From an optimization exercise on the open Yosys and OpenROAD flow, aimed at small area; shortcuts taken in it are not production practice.
The RTL was checked by simulation tests, not by an equivalence proof against the original design.
The flow treats the clock pin as an ideal source, which a real chip does not have.
Power and IR drop assume default switching activity.

==> flow/design.v (excerpt) <==
module segcodec (
    input             clk,
    input             rst,
    input             h_req,
    input             h_we,
    input      [1:0]  h_size,     
    input      [12:0] h_addr,
    input      [31:0] h_wdata,
    output            h_done,
    output reg        h_err,
    output reg [31:0] h_rdata,
    output reg        mem_en,
    output reg        mem_we,
    output reg [3:0]  mem_be,
    output reg [8:0]  mem_addr,
    output reg [31:0] mem_wdata,
    input      [31:0] mem_rdata
);
Size: about 1000 cells after synthesis, ~130 flip-flops, ~160 I/O pins.
==> flow/config.mk <==
export PLATFORM = sky130hd
export DESIGN_NAME = segcodec
export DESIGN_NICKNAME = segcodec
export VERILOG_FILES = /design/flow/design.v
export SDC_FILE = /design/flow/constraint.sdc
export NUM_CORES = 4
export LEC_CHECK = 0
export ABC_AREA = 1
export CAP_MARGIN = 0
export CORE_MARGIN = 2
export CORE_UTILIZATION = 45
export GPL_TIMING_DRIVEN = 0
export SLEW_MARGIN = 0
==> flow/constraint.sdc <==
create_clock -name core_clock -period 6.0 [get_ports {clk}]
set_input_delay 1.2000 -clock core_clock [delete_from_list [all_inputs] [get_ports {clk}]]
set_output_delay 1.2000 -clock core_clock [all_outputs]
set_load 0.01 [all_outputs]
standard.sh (not shown) runs the stock make flow with config.mk's settings and CLKGATE_MAP_FILE= SYNTH_SCRIPT=/design/flow/synth_recipe.tcl, a recipe that flattens the netlist after the stock synthesis.
==> flow/flow/run.sh <==
#!/bin/bash
# Standard ORFS layout (the standard.sh) with three changes:
#  - minimum-size port buffers (buf_1) instead of the resizer's pick,
#  - a small balanced clock tree built by hand before CTS (flow/clocktree.tcl):
#    one root buffer and ten leaf buffers (TritonCTS then skips the net),
#  - an area-targeted ABC restructuring of the combinational logic after
#    floorplan (registers are left as synthesised).
set -euo pipefail
here=$(pwd)
export BUFFER_PORTS_ARGS="-buffer_cell sky130_fd_sc_hd__buf_1"
export CTS_ARGS="-sink_clustering_enable -repair_clock_nets -dont_use_dummy_load -buf_list {sky130_fd_sc_hd__clkbuf_4 sky130_fd_sc_hd__clkbuf_8}"
export PRE_CTS_TCL="$here/flow/clocktree.tcl"
export CLOCK_LEAVES=10
export CLOCK_LEAF_CELL=sky130_fd_sc_hd__clkbuf_8
export CLOCK_ROOT_CELL=sky130_fd_sc_hd__clkbuf_8
export POST_FLOORPLAN_TCL="$here/flow/restructure.tcl"
export RESTRUCTURE_DIR="$here/restructure"
mkdir -p "$RESTRUCTURE_DIR"
python3 flow/filter_lib.py "$FLOW_HOME/platforms/sky130hd/lib/sky130_fd_sc_hd__tt_025C_1v80.lib" "$RESTRUCTURE_DIR/abc.lib" > filter_lib.log 2>&1
bash standard.sh > standard.log 2>&1
==> flow/flow/clocktree.tcl <==
# Manual two-level clock tree: the register clock pins are split into
# CLOCK_LEAVES groups of nearby pins; each group gets one leaf
# buffer at its centroid, and a root buffer next to the leaves' centroid
# drives the leaves, so the clock port feeds a single cell.
set leaf_cell  $::env(CLOCK_LEAF_CELL)
set root_cell  $::env(CLOCK_ROOT_CELL)
set block [ord::get_db_block]
set dbu [$block getDbUnitsPerMicron]
set net [[$block findBTerm clk] getNet]
set clk_net_name [$net getName]
set sinks {}
foreach it [$net getITerms] {
  if {[$it isInputSignal] || [$it getIoType] == "INPUT"} {
    set inst [$it getInst]
    set bb [$inst getBBox]
    set x [expr {([$bb xMin] + [$bb xMax]) / 2.0 / $dbu}]
    set y [expr {([$bb yMin] + [$bb yMax]) / 2.0 / $dbu}]
    lappend sinks [list $x $y "[$inst getName]/[[$it getMTerm] getName]"]
  }
}
# Split items into k groups by recursive bisection along the longer side of
# each group's bounding box, group sizes in proportion to the leaf counts.
proc bisect {items k} {
  if {$k <= 1 || [llength $items] <= 1} { return [list $items] }
  set xs [lmap s $items {lindex $s 0}]
  set ys [lmap s $items {lindex $s 1}]
  set w [expr {[tcl::mathfunc::max {*}$xs] - [tcl::mathfunc::min {*}$xs]}]
  set h [expr {[tcl::mathfunc::max {*}$ys] - [tcl::mathfunc::min {*}$ys]}]
  set axis [expr {$w >= $h ? 0 : 1}]
  set k1 [expr {$k / 2}]
  set k2 [expr {$k - $k1}]
  set n1 [expr {int(round(double([llength $items]) * $k1 / $k))}]
  set sorted [lsort -real -index $axis $items]
  return [concat [bisect [lrange $sorted 0 [expr {$n1 - 1}]] $k1] \
                 [bisect [lrange $sorted $n1 end] $k2]]
}
set groups [bisect $sinks $::env(CLOCK_LEAVES)]
set i 0
set leaf_pins {}
set cxs {}; set cys {}
foreach g $groups {
  set sx 0.0; set sy 0.0
  foreach s $g { set sx [expr {$sx + [lindex $s 0]}]; set sy [expr {$sy + [lindex $s 1]}] }
  set cx [expr {$sx / [llength $g]}]; set cy [expr {$sy / [llength $g]}]
  lappend cxs $cx; lappend cys $cy
  set pins [lmap s $g {get_pins [lindex $s 2]}]
  puts "clock leaf $i: [llength $g] sinks at ($cx, $cy)"
  insert_buffer -buffer_cell $leaf_cell -net $clk_net_name -load_pins $pins \
    -location [list $cx $cy] -buffer_name clkleaf_$i -net_name clknet_leaf_$i
  incr i
}
# the clock net now feeds only the leaf buffers
foreach it [$net getITerms] {
  lappend leaf_pins [get_pins "[[$it getInst] getName]/[[$it getMTerm] getName]"]
}
set rx [expr {([tcl::mathfunc::min {*}$cxs] + [tcl::mathfunc::max {*}$cxs]) / 2.0}]
set ry [expr {([tcl::mathfunc::min {*}$cys] + [tcl::mathfunc::max {*}$cys]) / 2.0}]
insert_buffer -buffer_cell $root_cell -net $clk_net_name -load_pins $leaf_pins \
  -location [list $rx $ry] -buffer_name clkroot -net_name clknet_root
Other scripts of this flow, unchanged in this note and not shown: flow/flow/filter_lib.py, flow/flow/restructure.tcl
The starting point produced a clean layout.
Change:
--- a/flow/flow/run.sh
+++ b/flow/flow/run.sh
@@ -3,5 +3,5 @@
 #  - minimum-size port buffers (buf_1) instead of the resizer's pick,
 #  - a small balanced clock tree built by hand before CTS (flow/clocktree.tcl):
-#    one root buffer and ten leaf buffers (TritonCTS then skips the net),
+#    one root buffer and nine leaf buffers (TritonCTS then skips the net),
 #  - an area-targeted ABC restructuring of the combinational logic after
 #    floorplan (registers are left as synthesised).
@@ -11,5 +11,5 @@
 export CTS_ARGS="-sink_clustering_enable -repair_clock_nets -dont_use_dummy_load -buf_list {sky130_fd_sc_hd__clkbuf_4 sky130_fd_sc_hd__clkbuf_8}"
 export PRE_CTS_TCL="$here/flow/clocktree.tcl"
-export CLOCK_LEAVES=10
+export CLOCK_LEAVES=9
 export CLOCK_LEAF_CELL=sky130_fd_sc_hd__clkbuf_8
 export CLOCK_ROOT_CELL=sky130_fd_sc_hd__clkbuf_8
Settings changed: CAP_MARGIN 0 to 20, SLEW_MARGIN 0 to 20.
Utilization is lower by 0.30 points.
Design area goes down by 0.63%.
Total power drops by 1.1%.
Final cell count is about the same.
Routed wire length rises by 0.38%.
Via count rises by 0.31%.
Global-route usage is about the same.
Die area does not change.
Flip-flop and latch count stays the same.
Synthesized area is unchanged.
Clock power decreases by about 3%.

== old ==
segcodec, a different RTL version from the one above (not shown whole).
For scale: about 990 cells after synthesis, about 130 flip-flops, ~160 I/O pins, roughly 0.0081 sq mm of cells after synthesis.
## segcodec
module segcodec (
    input             clk,
    input             rst,
    input             h_req,
    input             h_we,
    input      [1:0]  h_size,     
    input      [12:0] h_addr,
    input      [31:0] h_wdata,
    output            h_done,
    output reg        h_err,
    output reg [31:0] h_rdata,
    output reg        mem_en,
    output reg        mem_we,
    output reg [3:0]  mem_be,
    output reg [8:0]  mem_addr,
    output reg [31:0] mem_wdata,
    input      [31:0] mem_rdata
);
clock: 6.0 ns
lec_check: 0
cap_margin: 20
core_margin: 2
core_utilization: 40
slew_margin: 20
==> flow/flow/run.sh <==
#!/bin/bash
# Standard ORFS layout, with minimum-size port buffers and a lighter clock tree.
set -euo pipefail
export BUFFER_PORTS_ARGS="-buffer_cell sky130_fd_sc_hd__buf_1"
export CTS_ARGS="-sink_clustering_enable -repair_clock_nets -dont_use_dummy_load -buf_list {sky130_fd_sc_hd__clkbuf_4 sky130_fd_sc_hd__clkbuf_8}"
bash standard.sh > standard.log 2>&1
The following lists how new was set up differently from old:
==> flow/run.sh (new file) <==
#!/bin/bash
# synth_recipe.tcl (not shown) runs the flow's synth.tcl, then flattens the netlist and writes it again
# the make line also repeats each setting of config.mk as NAME=value (left out here)
make -C /OpenROAD-flow-scripts/flow DESIGN_CONFIG=/design/flow/config.mk WORK_HOME=/design/flow/orfs CLKGATE_MAP_FILE= SYNTH_SCRIPT=/design/flow/synth_recipe.tcl finish
removed: flow/flow/run.sh
removed: flow/standard.sh
[summary]
Delta (new minus old): non-clock buffer instance count of the final layout up 10, global routing met2 resource utilization higher, first-iteration DRC count went up by 53. new reports its library cell contributing the largest single delay on the critical path as sky130_fd_sc_hd__clkdlybuf4s50_1 while old reports sky130_fd_sc_hd__or4b_1. Of the two values seen for source of the critical timing path, h_addr[1] was produced by old and h_addr[2] by new.

## separate check: timing with driven ports
The flow's constraints put no driver on any port. The routed layouts listed below were extracted and timed again, unchanged, in two steps.
Step 1 assumes that a clkbuf_16 drives the clock port and a buf_2 every other input.
Step 2 moves the port delays by t, midway between the first and last clock arrival at a register: inputs arrive t later, outputs are due t later. That takes back most of the time a late clock gives input paths.
a / b / c = no drivers / after step 1 / after step 2; a / b = the first two.
| run | t (ns) | setup WS [ns] | pins driven straight from the clock port |
|---|---|---|---|
| the first run of note 1 | 0.454 | 0.395 / 0.354 / 0.340 | 1 |
| the second run of note 1 | 0.442 | 0.331 / 0.294 / 0.539 | 1 |
| old | 0.488 | 1.033 / 1.014 / 0.903 | 1 |
| new | 0.473 | 0.723 / 0.677 / 0.677 | 1 |
After both steps setup and hold are still met in every run listed. The setup slack of old, which loses most, moves by -0.019 ns with the drivers and by -0.130 ns with both steps.
